From an optimization exercise on the open Yosys and OpenROAD flow, aimed at small area; shortcuts taken in it are not production practice. Function was checked by simulation only, so behaviour that the tests miss may differ from the original. Power figures rest on the tool's default switching activity, not on a simulated workload.

===== flow/config.mk =====
export PLATFORM = sky130hd
export DESIGN_NAME = fmcf
export DESIGN_NICKNAME = fmcf
export VERILOG_FILES = /design/flow/design.v
export SDC_FILE = /design/flow/constraint.sdc
export NUM_CORES = 4
export LEC_CHECK = 0
export ABC_AREA = 1
export CAP_MARGIN = 20
export CORE_MARGIN = 2
export CORE_UTILIZATION = 65
export CTS_BUF_LIST = sky130_fd_sc_hd__clkbuf_8
export CTS_CLUSTER_DIAMETER = 60
export CTS_CLUSTER_SIZE = 24
export SLEW_MARGIN = 20

===== flow/constraint.sdc =====
create_clock -name core_clock -period 10.0 [get_ports {clk}]
set_input_delay 2.0000 -clock core_clock [delete_from_list [all_inputs] [get_ports {clk}]]
set_output_delay 2.0000 -clock core_clock [all_outputs]
set_load 0.01 [all_outputs]

===== flow/design.v =====
module fmcf_crc_step (
    input  wire [15:0] crc_in,
    input  wire [7:0]  data,
    output reg  [15:0] crc_out
);
    integer k;
    always @* begin
        crc_out = crc_in ^ {8'h00, data};
        for (k = 0; k < 8; k = k + 1) begin
            if (crc_out[0])
                crc_out = (crc_out >> 1) ^ 16'hA001;
            else
                crc_out = crc_out >> 1;
        end
    end
endmodule
module fmcf #(
    parameter MAX_FRAME = 128
) (
    input  wire        clk,
    input  wire        rst,
    input  wire        cmd_valid,
    input  wire [11:0] cmd,
    output reg         rsp_valid,
    output reg  [19:0] rsp,
    output wire        tx_valid,
    output wire [8:0]  tx_word,
    input  wire        tx_take,
    input  wire        rx_valid,
    input  wire [9:0]  rx_ev
);
    localparam NROW = MAX_FRAME - 2;
    localparam [1:0] M_IDLE = 2'd0, M_TXBUILD = 2'd1, M_TXPEND = 2'd2, M_RX = 2'd3;
    localparam [2:0] R_NONE = 3'd0, R_OK = 3'd1, R_MALFORMED = 3'd2,
                     R_CHECKSUM = 3'd3, R_TIMEOUT = 3'd4;
    localparam [3:0] E_OK = 4'd0, E_ILLEGAL = 4'd1, E_BUSY = 4'd2, E_SHORT = 4'd3,
                     E_FULL = 4'd4, E_NOFRAME = 4'd5, E_RANGE = 4'd6;
    localparam [3:0] OP_NOP = 4'h0, OP_CRC_INIT = 4'h1, OP_CRC_UPD = 4'h2,
                     OP_CRC_RD = 4'h3, OP_TX_BEGIN = 4'h4, OP_TX_PUSH = 4'h5,
                     OP_TX_END = 4'h6, OP_TX_ABORT = 4'h7, OP_RX_ARM = 4'h8,
                     OP_RX_RD = 4'h9, OP_RD_STAT = 4'hA, OP_RD_RXLEN = 4'hB,
                     OP_RD_TXLEN = 4'hC;
    reg [15:0] crc;
    reg [1:0]  mode;
    reg [7:0]  txlen;
    reg [6:0]  txpos;
    reg [7:0]  rxlen;
    reg [2:0]  result;
    reg        ovr;
    reg        autoarm;
    reg [6:0]  txlen_n;    
    reg [6:0]  rxwa;       
    reg [7:0]  rxb0;       
    reg [7:0]  rxb1;       
    reg        par;
    wire [3:0] op  = cmd[11:8];
    wire [7:0] arg = cmd[7:0];
    wire m_idle = (mode == M_IDLE);
    wire m_txb  = (mode == M_TXBUILD);
    wire m_txp  = (mode == M_TXPEND);
    wire m_rx   = (mode == M_RX);
    wire [6:0] txpos_p1 = txpos + 7'd1;
    wire [6:0] txpos_p2 = txpos + 7'd2;
    wire       tx_last  = (txpos_p1 == txlen[6:0]);
    wire       tx_crclo = (txpos_p2 == txlen[6:0]);
    wire [7:0] tx_arr;
    assign tx_valid = m_txp;
    assign tx_word  = {tx_last, tx_last ? crc[15:8] : tx_crclo ? crc[7:0] : tx_arr};
    wire       tx_fire = tx_take && m_txp;
    wire [1:0] rx_kind = rx_ev[9:8];
    wire [7:0] rx_byte = rx_ev[7:0];
    wire       rx_act  = rx_valid && m_rx;
    wire       rx_full = rxlen[7];
    wire       rx_put  = rx_act && rx_kind == 2'd0 && !rx_full;
    wire       rx_lag  = rxlen[7:1] != 7'd0;      
    wire [15:0] crc_next;
    fmcf_crc_step u_crc (.crc_in(crc), .data(m_rx ? rxb1 : arg), .crc_out(crc_next));
    reg [2:0] verdict;
    always @* begin
        if (ovr)
            verdict = R_MALFORMED;
        else if (rxlen < 8'd5)
            verdict = R_MALFORMED;
        else if ({rxb0, rxb1} != crc)
            verdict = R_CHECKSUM;
        else
            verdict = R_OK;
    end
    reg illegal;
    always @* begin
        case (op)
            OP_NOP, OP_CRC_INIT, OP_CRC_RD, OP_TX_BEGIN, OP_TX_ABORT, OP_RX_ARM,
            OP_RD_STAT, OP_RD_RXLEN, OP_RD_TXLEN: illegal = (arg != 8'h00);
            OP_TX_END:                            illegal = (arg[7:1] != 7'd0);
            OP_CRC_UPD, OP_TX_PUSH, OP_RX_RD:     illegal = 1'b0;
            default:                              illegal = 1'b1;
        endcase
    end
    wire [7:0] rx_arr;
    wire [7:0] rxlen_m1 = rxlen - 8'd1;
    wire [7:0] rxlen_m2 = rxlen - 8'd2;
    wire [7:0] rx_rd = (arg == rxlen_m1) ? rxb0 : (arg == rxlen_m2) ? rxb1 : rx_arr;
    reg [3:0]  c_err;
    reg [15:0] c_data;
    reg do_crc_init, do_crc_upd, do_tx_begin, do_tx_push, do_tx_end, do_tx_abort, do_rx_arm;
    always @* begin
        c_err       = E_OK;
        c_data      = 16'h0000;
        do_crc_init = 1'b0;
        do_crc_upd  = 1'b0;
        do_tx_begin = 1'b0;
        do_tx_push  = 1'b0;
        do_tx_end   = 1'b0;
        do_tx_abort = 1'b0;
        do_rx_arm   = 1'b0;
        if (illegal) begin
            c_err = E_ILLEGAL;
        end else begin
            case (op)
                OP_NOP: ;
                OP_CRC_INIT:
                    if (!m_idle) c_err = E_BUSY;
                    else do_crc_init = 1'b1;
                OP_CRC_UPD:
                    if (!m_idle) c_err = E_BUSY;
                    else do_crc_upd = 1'b1;
                OP_CRC_RD:
                    c_data = crc;
                OP_TX_BEGIN:
                    if (!m_idle) c_err = E_BUSY;
                    else do_tx_begin = 1'b1;
                OP_TX_PUSH:
                    if (!m_txb) c_err = E_BUSY;
                    else if (txlen >= NROW) c_err = E_FULL;
                    else do_tx_push = 1'b1;
                OP_TX_END:
                    if (!m_txb) c_err = E_BUSY;
                    else if (txlen < 8'd3) c_err = E_SHORT;
                    else do_tx_end = 1'b1;
                OP_TX_ABORT:
                    if (!m_txb) c_err = E_BUSY;
                    else do_tx_abort = 1'b1;
                OP_RX_ARM:
                    if (!m_idle) c_err = E_BUSY;
                    else do_rx_arm = 1'b1;
                OP_RX_RD:
                    if (result != R_OK) c_err = E_NOFRAME;
                    else if (arg >= rxlen) c_err = E_RANGE;
                    else c_data = {8'h00, rx_rd};
                OP_RD_STAT:
                    c_data = {9'd0, autoarm, ovr, result, mode};
                OP_RD_RXLEN:
                    c_data = {8'd0, rxlen};
                OP_RD_TXLEN:
                    c_data = {8'd0, txlen};
                default: ;
            endcase
        end
    end
    wire tx_we = !rst && cmd_valid && do_tx_push;
    wire rx_we = !rst && rx_put && rx_lag;
    wire [7:0] tx_c = arg  ^ {8{par}};
    wire [7:0] rx_c = rxb1 ^ {8{par}};
    wire [6:0] txa_a = txlen[6:0];
    wire [6:0] txa_b = ~txlen_n;
    wire [6:0] rxa_a = rxlen_m2[6:0];
    wire [6:0] rxa_b = rxwa;
    wire [7:0]  tx_xa_lo, tx_ya_lo, rx_xa_lo, rx_ya_lo, tx_rd_lo, rx_rd_lo;
    wire [15:0] tx_xa_hi, tx_ya_hi, rx_xa_hi, rx_ya_hi, tx_rd_hi, rx_rd_hi;
    genvar g;
    generate
        for (g = 0; g < 8; g = g + 1) begin : g_lo
            assign tx_xa_lo[g] = tx_we && (txa_a[2:0] == g);
            assign tx_ya_lo[g] = tx_we && (txa_b[2:0] == g);
            assign rx_xa_lo[g] = rx_we && (rxa_a[2:0] == g);
            assign rx_ya_lo[g] = rx_we && (rxa_b[2:0] == g);
            assign tx_rd_lo[g] = (txpos[2:0] == g);
            assign rx_rd_lo[g] = (arg[2:0] == g);
        end
        for (g = 0; g < 16; g = g + 1) begin : g_hi
            assign tx_xa_hi[g] = (txa_a[6:3] == g);
            assign tx_ya_hi[g] = (txa_b[6:3] == g);
            assign rx_xa_hi[g] = (rxa_a[6:3] == g);
            assign rx_ya_hi[g] = (rxa_b[6:3] == g);
            assign tx_rd_hi[g] = (txpos[6:3] == g);
            assign rx_rd_hi[g] = (arg[6:3] == g);
        end
    endgenerate
    wire [8*NROW-1:0] tx_q, rx_q;
    wire [8*NROW-1:0] tx_and, rx_and;
    generate
        for (g = 0; g < NROW; g = g + 1) begin : g_row
            wire tx_x = tx_xa_lo[g % 8] & tx_xa_hi[g / 8];
            wire tx_y = ~(tx_ya_lo[g % 8] & tx_ya_hi[g / 8]);
            wire rx_x = rx_xa_lo[g % 8] & rx_xa_hi[g / 8];
            wire rx_y = ~(rx_ya_lo[g % 8] & rx_ya_hi[g / 8]);
            reg [7:0] txm;
            reg [7:0] rxm;
            always @(posedge clk) begin
                txm <= ~((txm | {8{tx_x}}) & ({8{tx_y}} | tx_c));
                rxm <= ~((rxm | {8{rx_x}}) & ({8{rx_y}} | rx_c));
            end
            wire tx_s = tx_rd_lo[g % 8] & tx_rd_hi[g / 8];
            wire rx_s = rx_rd_lo[g % 8] & rx_rd_hi[g / 8];
            assign tx_and[8*g +: 8] = txm & {8{tx_s}};
            assign rx_and[8*g +: 8] = rxm & {8{rx_s}};
        end
    endgenerate
    reg [7:0] tx_or, rx_or;
    integer i;
    always @* begin
        tx_or = 8'h00;
        rx_or = 8'h00;
        for (i = 0; i < NROW; i = i + 1) begin
            tx_or = tx_or | tx_and[8*i +: 8];
            rx_or = rx_or | rx_and[8*i +: 8];
        end
    end
    assign tx_arr = tx_or ^ {8{par}};
    assign rx_arr = rx_or ^ {8{par}};
    wire arm = (cmd_valid && do_rx_arm) || (tx_fire && tx_last && autoarm);
    always @(posedge clk) begin
        rsp <= {c_err, c_data};
        par <= ~par & ~rst;
        if (tx_we)
            txlen_n <= txlen_n - 7'd1;
        else if (cmd_valid && do_tx_begin)
            txlen_n <= 7'h7F;
        if (rx_put) begin
            rxb1 <= rxb0;
            rxb0 <= rx_byte;
        end
        if (arm)
            rxwa <= 7'h7E;
        else if (rx_put)
            rxwa <= rxwa + 7'd1;
    end
    always @(posedge clk) begin
        if (rst) begin
            rsp_valid <= 1'b0;
            crc       <= 16'hFFFF;
            mode      <= M_IDLE;
            txlen     <= 8'd0;
            txpos     <= 7'd0;
            rxlen     <= 8'd0;
            result    <= R_NONE;
            ovr       <= 1'b0;
            autoarm   <= 1'b0;
        end else begin
            rsp_valid <= cmd_valid;
            if (cmd_valid) begin
                if (do_crc_init)
                    crc <= 16'hFFFF;
                if (do_crc_upd)
                    crc <= crc_next;
                if (do_tx_begin) begin
                    mode  <= M_TXBUILD;
                    crc   <= 16'hFFFF;
                    txlen <= 8'd0;
                end
                if (do_tx_push) begin
                    crc   <= crc_next;
                    txlen <= txlen + 8'd1;
                end
                if (do_tx_end) begin
                    txlen   <= txlen + 8'd2;
                    txpos   <= 7'd0;
                    autoarm <= arg[0];
                    mode    <= M_TXPEND;
                end
                if (do_tx_abort) begin
                    mode  <= M_IDLE;
                    txlen <= 8'd0;
                end
            end
            if (tx_fire) begin
                txpos <= txpos_p1;
                if (tx_last && !autoarm)
                    mode <= M_IDLE;
            end
            if (arm) begin
                mode   <= M_RX;
                crc    <= 16'hFFFF;
                rxlen  <= 8'd0;
                ovr    <= 1'b0;
                result <= R_NONE;
            end
            if (rx_act) begin
                case (rx_kind)
                    2'd0: begin
                        if (rx_full) begin
                            ovr <= 1'b1;
                        end else begin
                            if (rx_lag)
                                crc <= crc_next;
                            rxlen <= rxlen + 8'd1;
                        end
                    end
                    2'd1: begin
                        result <= verdict;
                        mode   <= M_IDLE;
                    end
                    2'd2: begin
                        if (rxlen == 8'd0)
                            result <= R_TIMEOUT;
                        else
                            result <= verdict;
                        mode <= M_IDLE;
                    end
                    default: ;
                endcase
            end
        end
    end
endmodule

===== flow/run.sh =====
#!/bin/bash
# synth_recipe.tcl (not shown) runs the flow's synth.tcl, then flattens the netlist and writes it again
# the make line also repeats each setting of config.mk as NAME=value (left out here)
make -C /OpenROAD-flow-scripts/flow DESIGN_CONFIG=/design/flow/config.mk WORK_HOME=/design/flow/orfs CLKGATE_MAP_FILE= SYNTH_SCRIPT=/design/flow/synth_recipe.tcl finish

==> results_tabular.tex, run 1 <==
\begin{tabular}{lr}
\hline
Metric & Value \\
\hline
\multicolumn{2}{l}{\textbf{Yosys}} \\
Dominant cells by area after synthesis & sky130\_fd\_sc\_hd\_\_dfxtp\_1 (51\%), sky130\_fd\_sc\_hd\_\_o22ai\_1 (16\%), sky130\_fd\_sc\_hd\_\_nand2\_1 (14\%) \\
Library cell with the highest instance count after synthesis & sky130\_fd\_sc\_hd\_\_nand2\_1 \\
Biggest area consumer among synthesized cells & sky130\_fd\_sc\_hd\_\_dfxtp\_1 \\
Synthesized area per cell & 8.00 um2 \\
Fraction of the yosys area taken by sequential cells & 52.2\% \\
EDFF count, synth & 23 \\
Total number of yosys warnings & 2 \\
Post-synthesis register bit count & 2113 \\
Dominant register cell in the synthesized netlist & sky130\_fd\_sc\_hd\_\_dfxtp\_1 \\
Post-Synthesis Cells & 10186 \\
Syn\_nets & 10257 \\
Leading post-synthesis cells by instance count & sky130\_fd\_sc\_hd\_\_nand2\_1 (3003), sky130\_fd\_sc\_hd\_\_dfxtp\_1 (2090), sky130\_fd\_sc\_hd\_\_o22ai\_1 (2029) \\
Count of distinct cell types in the synthesized netlist & 51 \\
Area fraction of the dominant cell type after synthesis & 51.3\% \\
Syn Std Cell Area & 0.0815 mm2 \\
Post-synth ARST share & 0\% \\
\multicolumn{2}{l}{\textbf{CTS}} \\
Maximum number of buffers from clock root to sink & 3 \\
Number of buffers added to fix hold violations after cts & 0 \\
Number of buffers inserted to repair setup after CTS & 0 \\
H-tree levels & 4 \\
Number of clock sinks & 2113 \\
Buffer cell driving the clock tree root & sky130\_fd\_sc\_hd\_\_clkbuf\_8 \\
CTS Buf Count & 144 \\
Resized Gates After CTS & 0 \\
\multicolumn{2}{l}{\textbf{Run status}} \\
First error & [ERROR GRT-0116] Global routing finished with congestion. Check the congestion regions in the DRC Viewer. \\
Stopped at & global routing (5\_1\_grt) \\
Run status & aborted with a tool error \\
\multicolumn{2}{l}{\textbf{GRT}} \\
Via count of the first global-routing pass & 90695 \\
Largest net degree at the start of global routing & 127 \\
GRT Resource Usage Total & 78.0\% \\
GR Overflow Total & 922 \\
Wire length of the first global-routing pass & 732 mm \\
\multicolumn{2}{l}{\textbf{Place}} \\
Instance count after placement with tap cells included & 11621 \\
Final HPWL DP & 314 mm \\
Total of buffers placed on input and output ports & 56 \\
Placed instance area & 0.0841 mm2 \\
Routability Congestion & 1.36 \\
\multicolumn{2}{l}{\textbf{Die}} \\
Initial core utilization & 65.7\% \\
Top-level I/O count & 58 \\
Count of standard-cell rows & 129 \\
Die extent in y & 358 um \\
Die outline width & 358 um \\
\hline
\end{tabular}
==> kinds of logic after synthesis <==
| family | count (synthesis) | synth area share [%] |
|---|---|---|
| compound gates | 2297 | 17.7 |
| xor+xnor | 82 | 0.890 |
| fa+ha+maj | 44 | 0.675 |
| buf+inv | 739 | 3.62 |
| flops | 2113 | 52.2 |
| other cells | 1 | 0.00460 |
| simple gates | 4910 | 24.9 |
==> worst max path at each step <==
stage,slack (ns),endpoint,cells past startpoint,startpoint
after floorplan,5.65,tx_word[7],17,txpos[0]$_SDFFE_PP0P_
after global placement,2.92,rsp[4]$_SDFF_PP0_,18,cmd[0]
after detailed placement,2.87,rsp[4]$_SDFF_PP0_,16,cmd[2]
after CTS,2.57,tx_word[7],20,txpos[1]$_SDFFE_PP0P_
==> per-stage QoR <==
stage          total power (uW)  hold WS [ns]  worst slack [ns]
4_1_cts                   14100         0.453              2.57
3_5_place_dp               9330         0.434              2.87
3_3_place_gp               9320         0.436              2.92
2_1_floorplan              9000         0.417              5.65
==> metal layers <==
metal,track usage [%],overflow
met1,80.6,8
met2,91.6,471
met3,65.2,14
met4,73.4,426
met5,31.4,3
==> power by group through the flow <==
| stage | sequential (uW) | combinational [uW] | clock [uW] |
|---|---|---|---|
| CTS | 8460 | 682 | 4940 |
| floorplan | 8640 | 362 | 0 |
| detailed placement | 8650 | 681 | 0 |
| global placement | 8650 | 675 | 0 |
==> run 2: changes to the inputs <==
--- a/flow/config.mk
+++ b/flow/config.mk
@@ -5,10 +5,9 @@
 export SDC_FILE = /design/flow/constraint.sdc
 export NUM_CORES = 4
 export LEC_CHECK = 0
-export ABC_AREA = 1
 export CAP_MARGIN = 20
 export CORE_MARGIN = 2
-export CORE_UTILIZATION = 65
+export CORE_UTILIZATION = 50
 export CTS_BUF_LIST = sky130_fd_sc_hd__clkbuf_8
 export CTS_CLUSTER_DIAMETER = 60
 export CTS_CLUSTER_SIZE = 24
==> run 2 against run 1 <==
Net effect:
- the run again fails in global routing (5_1_grt)
- synthesized area shrank 5.6%
- synthesized cell count down 22%
==> results_tabular.tex, run 2 <==
\begin{tabular}{lr}
\hline
Metric & Value \\
\hline
\multicolumn{2}{l}{\textbf{Yosys}} \\
Post-Synthesis Cells & 7914 \\
Syn\_nets & 7985 \\
Synthesized area per cell & 9.73 um2 \\
Dominant cells by area after synthesis & sky130\_fd\_sc\_hd\_\_dfxtp\_1 (54\%), sky130\_fd\_sc\_hd\_\_o22ai\_1 (17\%), sky130\_fd\_sc\_hd\_\_a22oi\_1 (6.8\%) \\
Total number of yosys warnings & 2 \\
Biggest area consumer among synthesized cells & sky130\_fd\_sc\_hd\_\_dfxtp\_1 \\
EDFF count, synth & 23 \\
Library cell with the highest instance count after synthesis & sky130\_fd\_sc\_hd\_\_dfxtp\_1 \\
Post-synthesis register bit count & 2113 \\
Count of distinct cell types in the synthesized netlist & 79 \\
Fraction of the yosys area taken by sequential cells & 55.2\% \\
Area fraction of the dominant cell type after synthesis & 54.3\% \\
Dominant register cell in the synthesized netlist & sky130\_fd\_sc\_hd\_\_dfxtp\_1 \\
Syn Std Cell Area & 0.0770 mm2 \\
Leading post-synthesis cells by instance count & sky130\_fd\_sc\_hd\_\_dfxtp\_1 (2090), sky130\_fd\_sc\_hd\_\_o22ai\_1 (2084), sky130\_fd\_sc\_hd\_\_a22oi\_1 (696) \\
Post-synth ARST share & 0\% \\
\multicolumn{2}{l}{\textbf{CTS}} \\
Number of buffers added to fix hold violations after cts & 0 \\
Number of buffers inserted to repair setup after CTS & 0 \\
Buffer cell driving the clock tree root & sky130\_fd\_sc\_hd\_\_clkbuf\_8 \\
Resized Gates After CTS & 0 \\
Number of clock sinks & 2113 \\
H-tree levels & 4 \\
CTS Buf Count & 140 \\
Maximum number of buffers from clock root to sink & 3 \\
\multicolumn{2}{l}{\textbf{GRT}} \\
Largest net degree at the start of global routing & 127 \\
GR Overflow Total & 39 \\
Wire length of the first global-routing pass & 770 mm \\
Via count of the first global-routing pass & 83471 \\
GRT Resource Usage Total & 70.8\% \\
\multicolumn{2}{l}{\textbf{Run status}} \\
Run status & aborted with a tool error \\
Stopped at & global routing (5\_1\_grt) \\
First error & [ERROR GRT-0116] Global routing finished with congestion. Check the congestion regions in the DRC Viewer. \\
\multicolumn{2}{l}{\textbf{Die}} \\
Count of standard-cell rows & 143 \\
Die extent in y & 396 um \\
Initial core utilization & 50.5\% \\
Top-level I/O count & 58 \\
Die outline width & 396 um \\
\multicolumn{2}{l}{\textbf{Place}} \\
Setup Slack @ Placement & 2.34 ns \\
Total of buffers placed on input and output ports & 56 \\
Placed instance area & 0.0813 mm2 \\
Final HPWL DP & 376 mm \\
Routability Congestion & 1.24 \\
\hline
\end{tabular}
-- run 2: cell count changes after synthesis, moves of 55 or more --
cell,before,now
sky130_fd_sc_hd__nand2_1,3003,502
sky130_fd_sc_hd__a22oi_1,34,696
sky130_fd_sc_hd__nor2_1,938,529
sky130_fd_sc_hd__nand3_1,568,268
sky130_fd_sc_hd__inv_1,334,49
sky130_fd_sc_hd__clkbuf_1,262,409
sky130_fd_sc_hd__nor2_2,123,1
sky130_fd_sc_hd__a32oi_1,0,62
sky130_fd_sc_hd__o22ai_1,2029,2084
-- run 2: worst max path at each step --
| stage | end | slack (ns) | cells after the start |
|---|---|---|---|
| CTS | tx_word[4] | 1.30 | 10 |
| global placement | tx_word[7] | 1.91 | 11 |
| detailed placement | tx_word[4] | 2.34 | 10 |
| floorplan | tx_word[7] | 5.14 | 12 |
-- run 2: per-layer routing --
| metal | track usage, % | overflow |
|---|---|---|
| met5 | 13.2 | 0 |
| met2 | 87.2 | 19 |
| met4 | 67.8 | 20 |
| met1 | 74.1 | 0 |
| met3 | 53.4 | 0 |
-- run 2: stage by stage --
step | total power, uW | cells | utilization [%] | hold WS, ns
3_3_place_gp | 9390 | 9780 | 53.2 | 0.412
4_1_cts | 14000 | 10037 | 55.3 | 0.438
2_1_floorplan | 9030 | 7914 | - | 0.403
3_5_place_dp | 9400 | 9789 | 53.3 | 0.419
-- run 2: cell families after synthesis --
kind of cell	Yosys count	synth area share [%]
buffers and inverters	567	2.90
other	1	0.00487
adders and majority gates	44	0.715
muxes	52	0.707
DFF	2113	55.2
xor gates and xnor gates	106	1.21
and+or+nand+nor	1807	11.2
AOI/OAI and AO/OA	3224	28.0
-- run 2: power groups by stage --
stage               combinational [uW]  clock [uW]  sequential (uW)
floorplan                          396           0             8630
global placement                   755           0             8640
detailed placement                 764           0             8640
CTS                                765        4780             8450
==> run 3: changes to the inputs <==
==> flow/config.mk (replaced) <==
export PLATFORM = sky130hd
export DESIGN_NAME = fmcf
export DESIGN_NICKNAME = fmcf
export VERILOG_FILES = /design/flow/design.v
export SDC_FILE = /design/flow/constraint.sdc
export NUM_CORES = 4
export LEC_CHECK = 0
export CAP_MARGIN = 20
export CORE_MARGIN = 2
export CORE_UTILIZATION = 25
export PLACE_DENSITY = 0.32
export SLEW_MARGIN = 20
==> run 3 against run 2 <==
Net effect:
- now clean on timing, DRC and antenna
- synthesized area unchanged
- synthesized cell count unchanged
==> results_tabular.tex, run 3 <==
\begin{tabular}{lr}
\hline
Metric & Value \\
\hline
\multicolumn{2}{l}{\textbf{Critical path}} \\
Critical Path End & tx\_word[7] \\
Most frequent CP cell & sky130\_fd\_sc\_hd\_\_buf\_4 \\
Cell type of the slowest stage on the worst timing path & sky130\_fd\_sc\_hd\_\_nand4\_1 \\
Worst Path Arrival & 7.39 ns \\
Kind of cell with the highest combined delay on the critical path & simple AND/OR/NAND/NOR gates \\
Critical register-to-register path startpoint & mode[0]\$\_SDFF\_PP0\_ \\
WS Path Type & reg2out \\
Number of cells on the critical path & 13 \\
End of the worst register-to-register path & g\_row[123].rxm[6]\$\_DFF\_P\_ \\
Flop-to-flop setup slack & 4.37 ns \\
Critical path data required time & 8.00 ns \\
Max incr delay on CP & 0.79 ns \\
Worst Setup Start Kind & register \\
Count of buffering cells on the critical path with inverters included & 5 \\
Largest driver fanout on the critical path & 22 \\
Beginning of the critical path & txpos[3]\$\_SDFFE\_PP0P\_ \\
R2R depth & 8 \\
Worst-path cell chain & buf\_4 > nand2\_1 > buf\_4 > nor2\_1 > buf\_4 > a22oi\_1 > nand4\_1 > or3\_1 > nor3\_1 > buf\_4 > mux2\_2 > a221oi\_1 > clkdlybuf4s50\_1 \\
Category of the worst setup path capture point & output port \\
\multicolumn{2}{l}{\textbf{Yosys}} \\
Synthesized area per cell & 9.73 um2 \\
Post-synth ARST share & 0\% \\
Total number of yosys warnings & 2 \\
EDFF count, synth & 23 \\
Dominant register cell in the synthesized netlist & sky130\_fd\_sc\_hd\_\_dfxtp\_1 \\
Count of distinct cell types in the synthesized netlist & 79 \\
Area fraction of the dominant cell type after synthesis & 54.3\% \\
Post-Synthesis Cells & 7914 \\
Syn Std Cell Area & 0.0770 mm2 \\
Leading post-synthesis cells by instance count & sky130\_fd\_sc\_hd\_\_dfxtp\_1 (2090), sky130\_fd\_sc\_hd\_\_o22ai\_1 (2084), sky130\_fd\_sc\_hd\_\_a22oi\_1 (696) \\
Biggest area consumer among synthesized cells & sky130\_fd\_sc\_hd\_\_dfxtp\_1 \\
Post-synthesis register bit count & 2113 \\
Library cell with the highest instance count after synthesis & sky130\_fd\_sc\_hd\_\_dfxtp\_1 \\
Fraction of the yosys area taken by sequential cells & 55.2\% \\
Dominant cells by area after synthesis & sky130\_fd\_sc\_hd\_\_dfxtp\_1 (54\%), sky130\_fd\_sc\_hd\_\_o22ai\_1 (17\%), sky130\_fd\_sc\_hd\_\_a22oi\_1 (6.8\%) \\
Syn\_nets & 7985 \\
\multicolumn{2}{l}{\textbf{CTS}} \\
Resized Gates After CTS & 0 \\
Number of buffers inserted to repair setup after CTS & 0 \\
Clock-pin slew on the worst setup and hold paths & 0.05 ns \\
Number of buffers added to fix hold violations after cts & 0 \\
H-tree levels & 5 \\
Buffer cell driving the clock tree root & sky130\_fd\_sc\_hd\_\_clkbuf\_16 \\
Maximum number of buffers from clock root to sink & 4 \\
Clock tree from TritonCTS & built \\
Clock latency at the later pin of the worst-skew pair & 0.94 ns \\
Number of clock sinks & 2113 \\
CTS Buf Count & 267 \\
\multicolumn{2}{l}{\textbf{Final layout}} \\
Registers with the most flip-flops & g\_row.rxm (1008), g\_row.txm (1008), rsp (19) \\
Commonest non-fill, non-tap cells in the layout & sky130\_fd\_sc\_hd\_\_dfxtp\_1 (2089), sky130\_fd\_sc\_hd\_\_o22ai\_1 (2082), sky130\_fd\_sc\_hd\_\_a22oi\_1 (695), sky130\_fd\_sc\_hd\_\_nand2\_1 (483), sky130\_fd\_sc\_hd\_\_nor2\_1 (456) \\
Final std cell area, no fill & 0.0938 mm2 \\
Post-layout util & 30.6\% \\
Count of fill cells added during filler insertion & 32085 \\
Area occupied by multi-input gates & 0.0332 mm2 \\
Number of nets in the finished design & 8198 \\
Most common library cell in the layout ignoring fill and taps & sky130\_fd\_sc\_hd\_\_dfxtp\_1 \\
Share of layout cells above drive strength 1 & 12.5\% \\
Flip-flop and latch area & 0.0425 mm2 \\
Area growth from synthesis to final layout & 21.8\% \\
\multicolumn{2}{l}{\textbf{Die}} \\
Count of standard-cell rows & 203 \\
Die outline width & 559 um \\
Initial core utilization & 25.2\% \\
Overall die area & 0.312 mm2 \\
Top-level I/O count & 58 \\
Area of the core & 0.306 mm2 \\
Die extent in y & 559 um \\
\multicolumn{2}{l}{\textbf{Timing}} \\
Maximum achievable frequency & 0.106 GHz \\
Measured slew at the worst slew-check pin & 1.40 ns \\
Final-report max-slew violation count & 0 \\
Worst slew margin & 6.73\% \\
Setup skew after layout & 0.0405 ns \\
Final-report hold violation count & 0 \\
Final setup fails & 0 \\
RSZ-0062 raised after global routing & false \\
Final critical-path required period & 9.39 ns \\
Sum Neg Setup Slack & 0 ns \\
Fraction of the cycle the final worst path needs & 93.9\% \\
\multicolumn{2}{l}{\textbf{GRT}} \\
Wire length of the first global-routing pass & 840 mm \\
GR Overflow Total & 0 \\
GRT Resource Usage Total & 41.0\% \\
Antenna violations before repair & 72 \\
Via count of the first global-routing pass & 74758 \\
Largest net degree at the start of global routing & 124 \\
\multicolumn{2}{l}{\textbf{Hold path}} \\
Type of the most critical hold path & reg2reg \\
\multicolumn{2}{l}{\textbf{Place}} \\
Placed instance area & 0.0847 mm2 \\
Total of buffers placed on input and output ports & 56 \\
Final HPWL DP & 488 mm \\
Routability Congestion & 1.06 \\
\multicolumn{2}{l}{\textbf{Drt}} \\
Initial detailed-routing violation count & 10764 \\
Routed metal-1 wire length & 247 mm \\
Post-detailed-route via-to-cell ratio & 6.46 \\
Detailed-routed wire length on met3 & 48.1 mm \\
Routed wirelength normalized by instance count & 53.4 um \\
Met2 routed wirelength & 294 mm \\
Detail Route Antenna Nets & 0 \\
Number of remaining DRC errors & 0 \\
Total Wirelength & 665 mm \\
Detailed-route via count & 80415 \\
Uppermost routed layer & met5 \\
Count of TritonRoute iterations in the first routing pass & 8 \\
\multicolumn{2}{l}{\textbf{Run status}} \\
Run status & finished clean \\
\multicolumn{2}{l}{\textbf{Power}} \\
Power per Cell Area & 207 mW/mm2 \\
Static Leakage & 0.0327 uW \\
Largest vdd supply drop & 0.127 mV \\
\multicolumn{2}{l}{\textbf{Job}} \\
Maximum capacitance violations & 0 \\
\hline
\end{tabular}
==> run 3: worst register-to-register path, cell delays in order, from the launching register on <==
cell and delay (ns):
sky130_fd_sc_hd__dfxtp_1 0.48, sky130_fd_sc_hd__and2_1 0.66, sky130_fd_sc_hd__and3_1 0.38, sky130_fd_sc_hd__nand2_1 0.31, sky130_fd_sc_hd__a21oi_1 0.32, sky130_fd_sc_hd__nor2b_1 0.86, sky130_fd_sc_hd__nand3_1 0.94, sky130_fd_sc_hd__nor2_1 1.30
sky130_fd_sc_hd__o22ai_1 0.23
==> run 3: cell type report <==
| cell class | instances | share of cell area (%) |
|---|---|---|
| Timing Repair Buffer | 460 | 4.08 |
| Multi-Input combinational cell | 5234 | 35.4 |
| Antenna cell | 30 | 0.0801 |
| Clock buffer | 390 | 8.42 |
| Sequential cell | 2113 | 45.4 |
| Inverter | 51 | 0.204 |
| Tap cell | 4100 | 5.47 |
| Clock inverter | 76 | 0.965 |
==> run 3: power breakdown <==
part / internal, uW / switching, uW
Clock: 5830 / 4180
Sequential: 8440 / 22.9
Combinational: 163 / 765
==> run 3: worst min path at each step <==
stage / startpoint / to / slack [ns] / cells after the start
6_report: g_row[87].rxm[1]$_DFF_P_ / g_row[87].rxm[1]$_DFF_P_ / 0.43 / 1
2_1_floorplan: g_row[31].rxm[5]$_DFF_P_ / g_row[31].rxm[5]$_DFF_P_ / 0.40 / 1
3_3_place_gp: g_row[6].rxm[4]$_DFF_P_ / g_row[6].rxm[4]$_DFF_P_ / 0.42 / 1
4_1_cts: g_row[51].rxm[6]$_DFF_P_ / g_row[51].rxm[6]$_DFF_P_ / 0.43 / 1
3_5_place_dp: g_row[0].rxm[4]$_DFF_P_ / g_row[0].rxm[4]$_DFF_P_ / 0.42 / 1
5_1_grt: g_row[0].rxm[4]$_DFF_P_ / g_row[0].rxm[4]$_DFF_P_ / 0.44 / 1
==> run 3: logic make-up after synthesis <==
group | synth area share, %
multiplexers | 0.707
AO/OA/AOI/OAI | 28.0
adder cells (fa/ha/maj) | 0.715
AND/OR/NAND/NOR | 11.2
other | 0.00487
XOR/XNOR | 1.21
buffers and inverters | 2.90
flip-flops | 55.2
==> run 3: per-stage QoR <==
step / setup WS [ns] / total power, uW / std cells / hold WS, ns
CTS: 0.716 / 19400 / 12417 / 0.429
global route: 0.791 / 19800 / 12428 / 0.439
floorplan: 5.14 / 9030 / 7914 / 0.403
global placement: 1.58 / 9550 / 11947 / 0.416
finish: 0.608 / 19400 / 12454 / 0.430
detailed placement: 1.68 / 9540 / 11951 / 0.419
==> run 3: routing by layer <==
metal	vias to the layer above	global-route usage, %
met5	-	0
met4	30	39.0
met3	1685	7.70
met2	5394	63.4
met1	41386	47.4
li1	31920	-
==> run 4: changes to the inputs <==
--- a/flow/config.mk
+++ b/flow/config.mk
@@ -8,5 +8,8 @@
 export CAP_MARGIN = 20
 export CORE_MARGIN = 2
 export CORE_UTILIZATION = 25
+export CTS_BUF_LIST = sky130_fd_sc_hd__clkbuf_8
+export CTS_CLUSTER_DIAMETER = 45
+export CTS_CLUSTER_SIZE = 16
 export PLACE_DENSITY = 0.32
 export SLEW_MARGIN = 20
==> run 4 against run 3 <==
Net effect:
- sequential share of layout area fell by 0.11 points
- critical path depth stayed put
- global-route usage grew 0.074 points
- first-iteration DRC count shrank 1.3%
- fmax is 3.4% lower
- critical endpoint is now tx_word[0]
==> results_tabular.tex, run 4 <==
\begin{tabular}{lr}
\hline
Metric & Value \\
\hline
\multicolumn{2}{l}{\textbf{Timing}} \\
Worst slew margin & 8.37\% \\
Maximum achievable frequency & 0.103 GHz \\
Final-report max-slew violation count & 0 \\
Final setup fails & 0 \\
Sum Neg Setup Slack & 0 ns \\
Final critical-path required period & 9.72 ns \\
RSZ-0062 raised after global routing & false \\
Fraction of the cycle the final worst path needs & 97.2\% \\
Setup skew after layout & 0.0838 ns \\
Measured slew at the worst slew-check pin & 1.37 ns \\
Final-report hold violation count & 0 \\
\multicolumn{2}{l}{\textbf{Final layout}} \\
Count of fill cells added during filler insertion & 32159 \\
Layout Cells excl Fill & 12689 \\
Number of nets in the finished design & 8309 \\
Area growth from synthesis to final layout & 22.1\% \\
Most common library cell in the layout ignoring fill and taps & sky130\_fd\_sc\_hd\_\_dfxtp\_1 \\
Area occupied by multi-input gates & 0.0332 mm2 \\
Flip-flop and latch area & 0.0425 mm2 \\
Commonest non-fill, non-tap cells in the layout & sky130\_fd\_sc\_hd\_\_dfxtp\_1 (2089), sky130\_fd\_sc\_hd\_\_o22ai\_1 (2083), sky130\_fd\_sc\_hd\_\_a22oi\_1 (695), sky130\_fd\_sc\_hd\_\_nand2\_1 (482), sky130\_fd\_sc\_hd\_\_nor2\_1 (457) \\
Registers with the most flip-flops & g\_row.rxm (1008), g\_row.txm (1008), rsp (19) \\
Share of layout cells above drive strength 1 & 15.2\% \\
\multicolumn{2}{l}{\textbf{Power}} \\
Internal power & 13900 uW \\
Power per Cell Area & 205 mW/mm2 \\
Static Leakage & 0.0330 uW \\
Seq pwr share & 43.9\% \\
Net Sw Frac & 27.9\% \\
Clk network pwr share & 51.3\% \\
Gate power share & 4.8\% \\
Switching component of the power & 5370 uW \\
Largest vdd supply drop & 0.101 mV \\
\multicolumn{2}{l}{\textbf{CTS}} \\
Resized Gates After CTS & 0 \\
CTS Buf Count & 377 \\
Clock tree from TritonCTS & built \\
Clock-pin slew on the worst setup and hold paths & 0.07 ns \\
Number of buffers inserted to repair setup after CTS & 0 \\
Maximum number of buffers from clock root to sink & 4 \\
Number of buffers added to fix hold violations after cts & 0 \\
Clock latency at the later pin of the worst-skew pair & 1.18 ns \\
Number of clock sinks & 2113 \\
Buffer cell driving the clock tree root & sky130\_fd\_sc\_hd\_\_clkbuf\_8 \\
H-tree levels & 5 \\
\multicolumn{2}{l}{\textbf{Drt}} \\
Post-detailed-route via-to-cell ratio & 6.39 \\
Total Wirelength & 667 mm \\
Count of TritonRoute iterations in the first routing pass & 8 \\
Detailed-route via count & 81029 \\
Initial detailed-routing violation count & 10626 \\
Number of remaining DRC errors & 0 \\
Detail Route Antenna Nets & 0 \\
Routed wirelength normalized by instance count & 52.6 um \\
\multicolumn{2}{l}{\textbf{Hold path}} \\
Hold Path Origin & g\_row[0].rxm[4]\$\_DFF\_P\_ \\
Type of the most critical hold path & reg2reg \\
WHS Path Cells & 1 \\
Endpoint of the worst hold path & g\_row[0].rxm[4]\$\_DFF\_P\_ \\
\multicolumn{2}{l}{\textbf{Critical path}} \\
Largest driver fanout on the critical path & 10 \\
Flop-to-flop setup slack & 4.52 ns \\
Worst Setup Start Kind & register \\
End of the worst register-to-register path & g\_row[123].rxm[6]\$\_DFF\_P\_ \\
Critical register-to-register path startpoint & mode[0]\$\_SDFF\_PP0\_ \\
Worst Path Arrival & 7.72 ns \\
WS Path Type & reg2out \\
Category of the worst setup path capture point & output port \\
Critical path data required time & 8.00 ns \\
R2R depth & 8 \\
\multicolumn{2}{l}{\textbf{GRT}} \\
GRT Resource Usage Total & 41.0\% \\
Wire length of the first global-routing pass & 842 mm \\
Antenna violations before repair & 74 \\
GR Overflow Total & 0 \\
Via count of the first global-routing pass & 75715 \\
Largest net degree at the start of global routing & 124 \\
\multicolumn{2}{l}{\textbf{Yosys}} \\
Synthesized area per cell & 9.73 um2 \\
Fraction of the yosys area taken by sequential cells & 55.2\% \\
Dominant cells by area after synthesis & sky130\_fd\_sc\_hd\_\_dfxtp\_1 (54\%), sky130\_fd\_sc\_hd\_\_o22ai\_1 (17\%), sky130\_fd\_sc\_hd\_\_a22oi\_1 (6.8\%) \\
Count of distinct cell types in the synthesized netlist & 79 \\
Post-synthesis register bit count & 2113 \\
Biggest area consumer among synthesized cells & sky130\_fd\_sc\_hd\_\_dfxtp\_1 \\
Post-synth ARST share & 0\% \\
EDFF count, synth & 23 \\
Syn Std Cell Area & 0.0770 mm2 \\
Library cell with the highest instance count after synthesis & sky130\_fd\_sc\_hd\_\_dfxtp\_1 \\
Dominant register cell in the synthesized netlist & sky130\_fd\_sc\_hd\_\_dfxtp\_1 \\
Area fraction of the dominant cell type after synthesis & 54.3\% \\
Leading post-synthesis cells by instance count & sky130\_fd\_sc\_hd\_\_dfxtp\_1 (2090), sky130\_fd\_sc\_hd\_\_o22ai\_1 (2084), sky130\_fd\_sc\_hd\_\_a22oi\_1 (696) \\
Total number of yosys warnings & 2 \\
Post-Synthesis Cells & 7914 \\
Syn\_nets & 7985 \\
\multicolumn{2}{l}{\textbf{Job}} \\
Maximum capacitance violations & 0 \\
\multicolumn{2}{l}{\textbf{Place}} \\
Total of buffers placed on input and output ports & 56 \\
Final HPWL DP & 488 mm \\
Instance count after placement with tap cells included & 11951 \\
Routability Congestion & 1.06 \\
\multicolumn{2}{l}{\textbf{Die}} \\
Overall die area & 0.312 mm2 \\
Die extent in y & 559 um \\
Area of the core & 0.306 mm2 \\
Initial core utilization & 25.2\% \\
Die outline width & 559 um \\
Count of standard-cell rows & 203 \\
Top-level I/O count & 58 \\
\multicolumn{2}{l}{\textbf{Run status}} \\
Run status & finished clean \\
\hline
\end{tabular}
-- run 4: cell counts after synthesis --
No cell type changed its count.
-- run 4: kinds of logic after synthesis --
kind of cell	after synthesis	synth area share, %
buffers and inverters	567	2.90
and+or+nand+nor	1807	11.2
DFF	2113	55.2
xor gates and xnor gates	106	1.21
other	1	0.00487
AOI/OAI and AO/OA	3224	28.0
adders and majority gates	44	0.715
muxes	52	0.707
-- run 4: metrics by stage --
| stage | hold slack, ns | area (um2) | util [%] | power, uW | setup slack [ns] |
|---|---|---|---|---|---|
| 3_5_place_dp | 0.419 | 84700 | 27.7 | 9540 | 1.68 |
| 4_1_cts | 0.431 | 93700 | 30.6 | 19300 | 0.518 |
| 5_1_grt | 0.442 | 93900 | 30.7 | 19700 | 0.631 |
| 3_3_place_gp | 0.416 | 84600 | 27.7 | 9550 | 1.58 |
| 2_1_floorplan | 0.403 | 77000 | - | 9030 | 5.14 |
| 6_report | 0.432 | 94000 | 30.7 | 19300 | 0.277 |
-- run 4: final cells by class --
type / instances / area share, %
clock buffers: 423 / 6.19
inverters: 51 / 0.204
well taps: 4100 / 5.46
diodes: 30 / 0.0799
clock inverters: 277 / 3.36
repair buffers: 461 / 4.11
flip-flops and latches: 2113 / 45.3
multi-input cells: 5234 / 35.3
-- run 4: worst max path at each step --
stage,start,to,slack [ns],cells past startpoint
global placement,txpos[3]$_SDFFE_PP0P_,tx_word[7],1.58,13
CTS,txpos[3]$_SDFFE_PP0P_,tx_word[7],0.52,13
detailed placement,txpos[3]$_SDFFE_PP0P_,tx_word[7],1.68,13
global route,txpos[3]$_SDFFE_PP0P_,tx_word[7],0.63,13
finish,txpos[0]$_SDFFE_PP0P_,tx_word[0],0.28,13
floorplan,txpos[6]$_SDFFE_PP0P_,tx_word[7],5.14,12
-- run 4: critical path, stage by stage, from the launching register on --
cell and delay (ns):
sky130_fd_sc_hd__dfxtp_1 0.59, sky130_fd_sc_hd__inv_1 0.15, sky130_fd_sc_hd__ha_1 0.48, sky130_fd_sc_hd__nand4b_1 0.57
sky130_fd_sc_hd__nor2_1 0.08, sky130_fd_sc_hd__buf_4 0.24, sky130_fd_sc_hd__a22oi_1 0.86, sky130_fd_sc_hd__nand2_1 0.16
sky130_fd_sc_hd__nor4_1 0.94, sky130_fd_sc_hd__nand3_1 0.42, sky130_fd_sc_hd__nor3_2 0.69, sky130_fd_sc_hd__mux2_2 0.41
sky130_fd_sc_hd__a221oi_1 0.37, sky130_fd_sc_hd__clkdlybuf4s50_1 0.63
-- run 4: power groups by stage --
stage               sequential (uW)  clock, uW  combinational (uW)
finish                         8460       9890                 929
floorplan                      8630          0                 396
CTS                            8460       9940                 899
detailed placement             8650          0                 897
global route                   8450      10300                 908
global placement               8650          0                 901
-- run 4: routing by layer --
metal | track usage (%) | vias to the layer above | wire length, um
met5 | 0 | - | 234
met4 | 38.6 | 34 | 74900
met3 | 8.09 | 1809 | 47700
met2 | 63.7 | 5308 | 295000
met1 | 47.3 | 41652 | 249000
li1 | - | 32226 | -
==> run 5: changes to the inputs <==
==> flow/flow/run.sh (new file) <==
#!/bin/bash
set -o pipefail
export CTS_ARGS="-sink_clustering_enable -repair_clock_nets -dont_use_dummy_load"
bash standard.sh > standard.log 2>&1
==> flow/standard.sh (new file) <==
#!/bin/bash
# synth_recipe.tcl (not shown) runs the flow's synth.tcl, then flattens the netlist and writes it again
# the make line also repeats each setting of config.mk as NAME=value (left out here)
make -C /OpenROAD-flow-scripts/flow DESIGN_CONFIG=/design/flow/config.mk WORK_HOME=/design/flow/orfs CLKGATE_MAP_FILE= SYNTH_SCRIPT=/design/flow/synth_recipe.tcl "${@:-finish}"
--- a/flow/config.mk
+++ b/flow/config.mk
@@ -8,8 +8,5 @@
 export CAP_MARGIN = 20
 export CORE_MARGIN = 2
 export CORE_UTILIZATION = 25
-export CTS_BUF_LIST = sky130_fd_sc_hd__clkbuf_8
-export CTS_CLUSTER_DIAMETER = 45
-export CTS_CLUSTER_SIZE = 16
 export PLACE_DENSITY = 0.32
 export SLEW_MARGIN = 20
removed: flow/run.sh
==> run 5 against run 4 <==
Net effect:
- clock power decreased by 15%
- via count decreased by 1.7%
- sequential power about the same
- fmax increased by 3.2%
- routed wire length decreased by 0.32%
- critical endpoint is now tx_word[7]
==> results_tabular.tex, run 5 <==
\begin{tabular}{lr}
\hline
Metric & Value \\
\hline
\multicolumn{2}{l}{\textbf{Job}} \\
Maximum capacitance violations & 0 \\
\multicolumn{2}{l}{\textbf{Yosys}} \\
EDFF count, synth & 23 \\
Area fraction of the dominant cell type after synthesis & 54.3\% \\
Synthesized area per cell & 9.73 um2 \\
Post-synth ARST share & 0\% \\
Post-synthesis register bit count & 2113 \\
Post-Synthesis Cells & 7914 \\
Leading post-synthesis cells by instance count & sky130\_fd\_sc\_hd\_\_dfxtp\_1 (2090), sky130\_fd\_sc\_hd\_\_o22ai\_1 (2084), sky130\_fd\_sc\_hd\_\_a22oi\_1 (696) \\
Library cell with the highest instance count after synthesis & sky130\_fd\_sc\_hd\_\_dfxtp\_1 \\
Biggest area consumer among synthesized cells & sky130\_fd\_sc\_hd\_\_dfxtp\_1 \\
Dominant cells by area after synthesis & sky130\_fd\_sc\_hd\_\_dfxtp\_1 (54\%), sky130\_fd\_sc\_hd\_\_o22ai\_1 (17\%), sky130\_fd\_sc\_hd\_\_a22oi\_1 (6.8\%) \\
Syn Std Cell Area & 0.0770 mm2 \\
Total number of yosys warnings & 2 \\
Dominant register cell in the synthesized netlist & sky130\_fd\_sc\_hd\_\_dfxtp\_1 \\
Fraction of the yosys area taken by sequential cells & 55.2\% \\
Count of distinct cell types in the synthesized netlist & 79 \\
Syn\_nets & 7985 \\
\multicolumn{2}{l}{\textbf{Place}} \\
Setup Slack @ Placement & 1.68 ns \\
Total of buffers placed on input and output ports & 56 \\
Final HPWL DP & 488 mm \\
Placed instance area & 0.0847 mm2 \\
Routability Congestion & 1.06 \\
Instance count after placement with tap cells included & 11951 \\
\multicolumn{2}{l}{\textbf{Die}} \\
Die extent in y & 559 um \\
Initial core utilization & 25.2\% \\
Count of standard-cell rows & 203 \\
Area of the core & 0.306 mm2 \\
Top-level I/O count & 58 \\
Die outline width & 559 um \\
Overall die area & 0.312 mm2 \\
\multicolumn{2}{l}{\textbf{Power}} \\
Largest vdd supply drop & 0.129 mV \\
Power per Cell Area & 194 mW/mm2 \\
Static Leakage & 0.0317 uW \\
Net Sw Frac & 25.4\% \\
Gate power share & 5.2\% \\
Seq pwr share & 47.5\% \\
Switching component of the power & 4530 uW \\
Internal power & 13300 uW \\
Clk network pwr share & 47.2\% \\
\multicolumn{2}{l}{\textbf{Run status}} \\
Run status & finished clean \\
\multicolumn{2}{l}{\textbf{Final layout}} \\
Share of layout cells above drive strength 1 & 11.1\% \\
Number of nets in the finished design & 8198 \\
Final std cell area, no fill & 0.0917 mm2 \\
Most common library cell in the layout ignoring fill and taps & sky130\_fd\_sc\_hd\_\_dfxtp\_1 \\
Commonest non-fill, non-tap cells in the layout & sky130\_fd\_sc\_hd\_\_dfxtp\_1 (2089), sky130\_fd\_sc\_hd\_\_o22ai\_1 (2082), sky130\_fd\_sc\_hd\_\_a22oi\_1 (695), sky130\_fd\_sc\_hd\_\_nand2\_1 (483), sky130\_fd\_sc\_hd\_\_nor2\_1 (456) \\
Area growth from synthesis to final layout & 19.1\% \\
Count of fill cells added during filler insertion & 32162 \\
Registers with the most flip-flops & g\_row.rxm (1008), g\_row.txm (1008), rsp (19) \\
Layout Cells excl Fill & 12255 \\
\multicolumn{2}{l}{\textbf{Hold path}} \\
Type of the most critical hold path & reg2reg \\
WHS Path Cells & 1 \\
\multicolumn{2}{l}{\textbf{Timing}} \\
Maximum achievable frequency & 0.106 GHz \\
Sum Neg Setup Slack & 0 ns \\
Final setup fails & 0 \\
Worst Setup Slack, final & 0.580 ns \\
Fraction of the cycle the final worst path needs & 94.2\% \\
Worst slew margin & 12.2\% \\
Setup skew after layout & 0.0714 ns \\
Final-report max-slew violation count & 0 \\
Final-report hold violation count & 0 \\
Final critical-path required period & 9.42 ns \\
Measured slew at the worst slew-check pin & 1.31 ns \\
RSZ-0062 raised after global routing & false \\
\multicolumn{2}{l}{\textbf{CTS}} \\
Number of buffers added to fix hold violations after cts & 0 \\
Clock-pin slew on the worst setup and hold paths & 0.06 ns \\
Maximum number of buffers from clock root to sink & 4 \\
CTS Buf Count & 267 \\
Number of clock sinks & 2113 \\
Resized Gates After CTS & 0 \\
Number of buffers inserted to repair setup after CTS & 0 \\
H-tree levels & 5 \\
Clock latency at the later pin of the worst-skew pair & 0.91 ns \\
Buffer cell driving the clock tree root & sky130\_fd\_sc\_hd\_\_clkbuf\_16 \\
Clock tree from TritonCTS & built \\
\multicolumn{2}{l}{\textbf{Critical path}} \\
Category of the worst setup path capture point & output port \\
Critical path data required time & 8.00 ns \\
WS Path Type & reg2out \\
Largest driver fanout on the critical path & 22 \\
R2R depth & 8 \\
Worst Path Arrival & 7.42 ns \\
Worst Setup Start Kind & register \\
\multicolumn{2}{l}{\textbf{GRT}} \\
Largest net degree at the start of global routing & 124 \\
Via count of the first global-routing pass & 74334 \\
GR Overflow Total & 0 \\
Antenna violations before repair & 69 \\
Wire length of the first global-routing pass & 840 mm \\
GRT Resource Usage Total & 41.0\% \\
\multicolumn{2}{l}{\textbf{Drt}} \\
Count of TritonRoute iterations in the first routing pass & 8 \\
Post-detailed-route via-to-cell ratio & 6.50 \\
Number of remaining DRC errors & 0 \\
Initial detailed-routing violation count & 10417 \\
Detail Route Antenna Nets & 0 \\
Detailed-route via count & 79643 \\
Routed wirelength normalized by instance count & 54.3 um \\
Total Wirelength & 665 mm \\
\hline
\end{tabular}
[run 5: power by group through the flow]
stage,combinational [uW],clock [uW],sequential [uW]
floorplan,396,0,8630
global placement,901,0,8650
detailed placement,897,0,8650
CTS,899,8480,8470
global route,908,8800,8460
finish,929,8410,8470
[run 5: stage by stage]
step | util [%] | hold slack [ns] | total power, uW
6_report | 30.0 | 0.426 | 17800
2_1_floorplan | - | 0.403 | 9030
3_5_place_dp | 27.7 | 0.419 | 9540
4_1_cts | 29.9 | 0.428 | 17800
3_3_place_gp | 27.7 | 0.416 | 9550
5_1_grt | 29.9 | 0.439 | 18200
[run 5: kinds of logic after synthesis]
| logic type | share of synthesized area (%) |
|---|---|
| compound gates | 28.0 |
| xor+xnor | 1.21 |
| fa+ha+maj | 0.715 |
| buf+inv | 2.90 |
| flops | 55.2 |
| mux | 0.707 |
| other cells | 0.00487 |
| simple gates | 11.2 |
[run 5: layer usage]
| layer | GRT usage [%] | share of wire, % |
|---|---|---|
| met5 | 0 | 0.032 |
| met3 | 7.66 | 6.8 |
| met2 | 63.5 | 44 |
| met1 | 47.5 | 38 |
| met4 | 38.8 | 11 |
[run 5: layout make-up]
cell class / instances / area (um2) / share of cell area, %
Sequential cell: 2113 / 42500 / 46.4
Multi-Input combinational cell: 5234 / 33200 / 36.2
Clock buffer: 267 / 6680 / 7.29
Tap cell: 4100 / 5130 / 5.59
Timing Repair Buffer: 460 / 3840 / 4.19
Inverter: 51 / 191 / 0.209
Antenna cell: 30 / 75.1 / 0.0819
[run 5: worst max-delay path, stage by stage (launching register included)]
cell and delay, ns:
sky130_fd_sc_hd__dfxtp_1 0.30, sky130_fd_sc_hd__buf_4 0.21, sky130_fd_sc_hd__nand2_1 0.36, sky130_fd_sc_hd__buf_4 0.47
sky130_fd_sc_hd__nor2_1 0.33, sky130_fd_sc_hd__buf_4 0.33, sky130_fd_sc_hd__a22oi_1 0.69, sky130_fd_sc_hd__nand4_1 0.78
sky130_fd_sc_hd__or3_1 0.73, sky130_fd_sc_hd__nor3_1 0.70, sky130_fd_sc_hd__buf_4 0.26, sky130_fd_sc_hd__mux2_2 0.33
sky130_fd_sc_hd__a221oi_1 0.36, sky130_fd_sc_hd__clkdlybuf4s50_1 0.63
[run 5: worst paths after layout]
| check | to | slack [ns] | from |
|---|---|---|---|
| setup reg to reg | g_row[123].rxm[2]$_DFF_P_ | 4.41 | mode[1]$_SDFF_PP0_ |
| setup / recovery | tx_word[7] | 0.58 | txpos[3]$_SDFFE_PP0P_ |
| hold reg to reg | g_row[51].rxm[6]$_DFF_P_ | 0.43 | g_row[51].rxm[6]$_DFF_P_ |
| hold / removal | g_row[51].rxm[6]$_DFF_P_ | 0.43 | g_row[51].rxm[6]$_DFF_P_ |
==> run 6: changes to the inputs <==
==> flow/flow/run.sh (replaced) <==
#!/bin/bash
set -o pipefail
export CTS_ARGS="-sink_clustering_enable -repair_clock_nets -dont_use_dummy_load -buf_list sky130_fd_sc_hd__clkbuf_16 -sink_clustering_size 18 -sink_clustering_max_diameter 100"
bash standard.sh > standard.log 2>&1
==> run 6 against run 5 <==
Net effect:
- routed wire length shrank 0.47%
- design area shrank 3.1%
- first-iteration DRC count grew 5.0%
- via count shrank 0.28%
- sequential share of layout area grew 1.5 points
- register-to-register slack gained 0.03 ns
- setup slack gained 0.010 ns
- cell count shrank 0.88%
- largest cell class unchanged
- count of clock-buffer cells in the layout shrank 116
- die area is the same
- fmax grew 0.11%
==> results_tabular.tex, run 6 <==
\begin{tabular}{lr}
\hline
Metric & Value \\
\hline
\multicolumn{2}{l}{\textbf{Run status}} \\
Run status & finished clean \\
\multicolumn{2}{l}{\textbf{Die}} \\
Initial core utilization & 25.2\% \\
Count of standard-cell rows & 203 \\
Die outline width & 559 um \\
Overall die area & 0.312 mm2 \\
Top-level I/O count & 58 \\
Die extent in y & 559 um \\
Area of the core & 0.306 mm2 \\
\multicolumn{2}{l}{\textbf{CTS}} \\
Clock tree from TritonCTS & built \\
CTS Buf Count & 151 \\
Clock-pin slew on the worst setup and hold paths & 0.07 ns \\
Number of buffers inserted to repair setup after CTS & 0 \\
H-tree levels & 4 \\
Maximum number of buffers from clock root to sink & 4 \\
Buffer cell driving the clock tree root & sky130\_fd\_sc\_hd\_\_clkbuf\_16 \\
Number of clock sinks & 2113 \\
Number of buffers added to fix hold violations after cts & 0 \\
Clock latency at the later pin of the worst-skew pair & 0.93 ns \\
Resized Gates After CTS & 0 \\
\multicolumn{2}{l}{\textbf{Hold path}} \\
Hold Path Origin & g\_row[74].rxm[0]\$\_DFF\_P\_ \\
WHS Path Cells & 1 \\
Type of the most critical hold path & reg2reg \\
\multicolumn{2}{l}{\textbf{Power}} \\
Gate power share & 6.0\% \\
Power per Cell Area & 173 mW/mm2 \\
Static Leakage & 0.0303 uW \\
Net Sw Frac & 26.7\% \\
Seq pwr share & 54.9\% \\
Switching component of the power & 4100 uW \\
Internal power & 11300 uW \\
Clk network pwr share & 39.0\% \\
Largest vdd supply drop & 0.130 mV \\
\multicolumn{2}{l}{\textbf{Timing}} \\
RSZ-0062 raised after global routing & false \\
Worst slew margin & 12.8\% \\
Final critical-path required period & 9.41 ns \\
Worst Setup Slack, final & 0.590 ns \\
Measured slew at the worst slew-check pin & 1.31 ns \\
Final setup fails & 0 \\
Fraction of the cycle the final worst path needs & 94.1\% \\
Setup skew after layout & 0.0941 ns \\
Sum Neg Setup Slack & 0 ns \\
Final-report hold violation count & 0 \\
Maximum achievable frequency & 0.106 GHz \\
Final-report max-slew violation count & 0 \\
\multicolumn{2}{l}{\textbf{Yosys}} \\
Syn Std Cell Area & 0.0770 mm2 \\
Dominant register cell in the synthesized netlist & sky130\_fd\_sc\_hd\_\_dfxtp\_1 \\
Biggest area consumer among synthesized cells & sky130\_fd\_sc\_hd\_\_dfxtp\_1 \\
Post-Synthesis Cells & 7914 \\
Library cell with the highest instance count after synthesis & sky130\_fd\_sc\_hd\_\_dfxtp\_1 \\
Post-synth ARST share & 0\% \\
Area fraction of the dominant cell type after synthesis & 54.3\% \\
Post-synthesis register bit count & 2113 \\
Count of distinct cell types in the synthesized netlist & 79 \\
Dominant cells by area after synthesis & sky130\_fd\_sc\_hd\_\_dfxtp\_1 (54\%), sky130\_fd\_sc\_hd\_\_o22ai\_1 (17\%), sky130\_fd\_sc\_hd\_\_a22oi\_1 (6.8\%) \\
Fraction of the yosys area taken by sequential cells & 55.2\% \\
EDFF count, synth & 23 \\
Synthesized area per cell & 9.73 um2 \\
Syn\_nets & 7985 \\
Leading post-synthesis cells by instance count & sky130\_fd\_sc\_hd\_\_dfxtp\_1 (2090), sky130\_fd\_sc\_hd\_\_o22ai\_1 (2084), sky130\_fd\_sc\_hd\_\_a22oi\_1 (696) \\
Total number of yosys warnings & 2 \\
\multicolumn{2}{l}{\textbf{Final layout}} \\
Count of fill cells added during filler insertion & 32353 \\
Commonest non-fill, non-tap cells in the layout & sky130\_fd\_sc\_hd\_\_dfxtp\_1 (2089), sky130\_fd\_sc\_hd\_\_o22ai\_1 (2082), sky130\_fd\_sc\_hd\_\_a22oi\_1 (695), sky130\_fd\_sc\_hd\_\_nand2\_1 (483), sky130\_fd\_sc\_hd\_\_nor2\_1 (458) \\
Most common library cell in the layout ignoring fill and taps & sky130\_fd\_sc\_hd\_\_dfxtp\_1 \\
Number of nets in the finished design & 8086 \\
Share of layout cells above drive strength 1 & 9.85\% \\
Registers with the most flip-flops & g\_row.rxm (1008), g\_row.txm (1008), rsp (19) \\
Area occupied by multi-input gates & 0.0332 mm2 \\
Flip-flop and latch area & 0.0425 mm2 \\
Post-layout util & 29.0\% \\
Area growth from synthesis to final layout & 15.4\% \\
\multicolumn{2}{l}{\textbf{Job}} \\
Maximum capacitance violations & 0 \\
\multicolumn{2}{l}{\textbf{Critical path}} \\
Category of the worst setup path capture point & output port \\
Critical register-to-register path startpoint & mode[0]\$\_SDFF\_PP0\_ \\
Largest driver fanout on the critical path & 22 \\
End of the worst register-to-register path & g\_row[123].rxm[1]\$\_DFF\_P\_ \\
Critical Path End & tx\_word[7] \\
Beginning of the critical path & txpos[3]\$\_SDFFE\_PP0P\_ \\
R2R depth & 8 \\
Critical path data required time & 8.00 ns \\
WS Path Type & reg2out \\
Flop-to-flop setup slack & 4.44 ns \\
Worst Path Arrival & 7.41 ns \\
Worst Setup Start Kind & register \\
\multicolumn{2}{l}{\textbf{Place}} \\
Total of buffers placed on input and output ports & 56 \\
Setup Slack @ Placement & 1.68 ns \\
Routability Congestion & 1.06 \\
Final HPWL DP & 488 mm \\
\multicolumn{2}{l}{\textbf{GRT}} \\
Antenna violations before repair & 71 \\
Via count of the first global-routing pass & 73210 \\
GRT Resource Usage Total & 40.8\% \\
Wire length of the first global-routing pass & 835 mm \\
Largest net degree at the start of global routing & 124 \\
GR Overflow Total & 0 \\
\multicolumn{2}{l}{\textbf{Drt}} \\
Total Wirelength & 662 mm \\
Post-detailed-route via-to-cell ratio & 6.54 \\
Count of TritonRoute iterations in the first routing pass & 8 \\
Detail Route Antenna Nets & 0 \\
Routed wirelength normalized by instance count & 54.5 um \\
Initial detailed-routing violation count & 10942 \\
Number of remaining DRC errors & 0 \\
Detailed-route via count & 79418 \\
\hline
\end{tabular}
run 6: area by class of cell:
class / instances / share of cell area (%)
Multi-Input combinational cell: 5234 / 37.4
Sequential cell: 2113 / 47.9
Clock buffer: 151 / 4.25
Tap cell: 4100 / 5.78
Timing Repair Buffer: 464 / 4.38
Antenna cell: 34 / 0.0958
Inverter: 51 / 0.216
run 6: kinds of logic (layout without fill, tap and decap cells):
kind of cell,count (synthesis),in the layout,share of synthesized area [%]
flops,2113,2113,55.2
other cells,1,35,0.00487
simple gates,1807,1807,11.2
compound gates,3224,3224,28.0
fa+ha+maj,44,44,0.715
mux,52,52,0.707
xor+xnor,106,106,1.21
buf+inv,567,666,2.90
run 6: worst min-delay path by stage:
stage,to,slack (ns)
3_3_place_gp,g_row[6].rxm[4]$_DFF_P_,0.42
5_1_grt,g_row[37].txm[3]$_DFF_P_,0.44
2_1_floorplan,g_row[31].rxm[5]$_DFF_P_,0.40
6_report,g_row[74].rxm[0]$_DFF_P_,0.44
3_5_place_dp,g_row[0].rxm[4]$_DFF_P_,0.42
4_1_cts,g_row[101].rxm[1]$_DFF_P_,0.43
run 6: metrics by stage:
stage                     area (um2)  hold slack (ns)  instances  power (uW)
final                          88800            0.435      12147       15400
after global routing           88700            0.442      12114       15700
after CTS                      88500            0.433      12102       15400
after detailed placement       84700            0.419      11951        9540
after global placement         84600            0.416      11947        9550
after floorplan                77000            0.403       7914        9030
run 6: layer usage:
| metal | GRT usage, % | vias up | wire length, um |
|---|---|---|---|
| met2 | 63.6 | 5188 | 295000 |
| met4 | 38.2 | 26 | 73400 |
| met1 | 47.4 | 41141 | 249000 |
| li1 | - | 31437 | - |
| met5 | 0 | - | 169 |
| met3 | 7.16 | 1626 | 44500 |
run 6: power by group through the flow:
| stage | combinational, uW | sequential (uW) | clock, uW |
|---|---|---|---|
| global route | 908 | 8450 | 6320 |
| finish | 930 | 8450 | 6000 |
| global placement | 901 | 8650 | 0 |
| detailed placement | 897 | 8650 | 0 |
| floorplan | 396 | 8630 | 0 |
| CTS | 899 | 8450 | 6060 |
run 6: worst max-delay path: stages, from the launching register on:
cell	delay (ns)
sky130_fd_sc_hd__dfxtp_1	0.30
sky130_fd_sc_hd__buf_4	0.21
sky130_fd_sc_hd__nand2_1	0.36
sky130_fd_sc_hd__buf_4	0.50
sky130_fd_sc_hd__nor2_1	0.34
sky130_fd_sc_hd__buf_4	0.34
sky130_fd_sc_hd__a22oi_1	0.66
sky130_fd_sc_hd__nand4_1	0.77
sky130_fd_sc_hd__or3_1	0.73
sky130_fd_sc_hd__nor3_1	0.67
sky130_fd_sc_hd__buf_4	0.25
sky130_fd_sc_hd__mux2_2	0.33
sky130_fd_sc_hd__a221oi_1	0.36
sky130_fd_sc_hd__clkdlybuf4s50_1	0.63

separate check: timing with driven ports:
Ports are ideal in the flow. The routed layouts listed here were re-timed in OpenROAD.
Step 1, drivers: a clkbuf_16 drives clk and a buf_2 each remaining input, both assumed.
Step 2 also shifts input and output timing later by t, the mid clock arrival at the registers, as if the neighbouring blocks saw the same clock.
Three values: ideal, step 1, step 2; two values: the first two.
| run | shift t [ns] | setup WS [ns] | slew at the worst register clock pin (ns) | pins driven straight from the clock port |
|---|---|---|---|---|
| run 3 | 1.026 | 0.608 / 0.496 / 1.522 | 0.06 / 0.06 | 1 |
| run 4 | 1.226 | 0.277 / 0.179 / 1.405 | 0.10 / 0.10 | 1 |
| run 5 | 1.000 | 0.580 / 0.470 / 1.470 | 0.06 / 0.06 | 1 |
| run 6 | 0.992 | 0.590 / 0.471 / 1.464 | 0.10 / 0.10 | 1 |
After both steps every run listed still meets setup and hold.
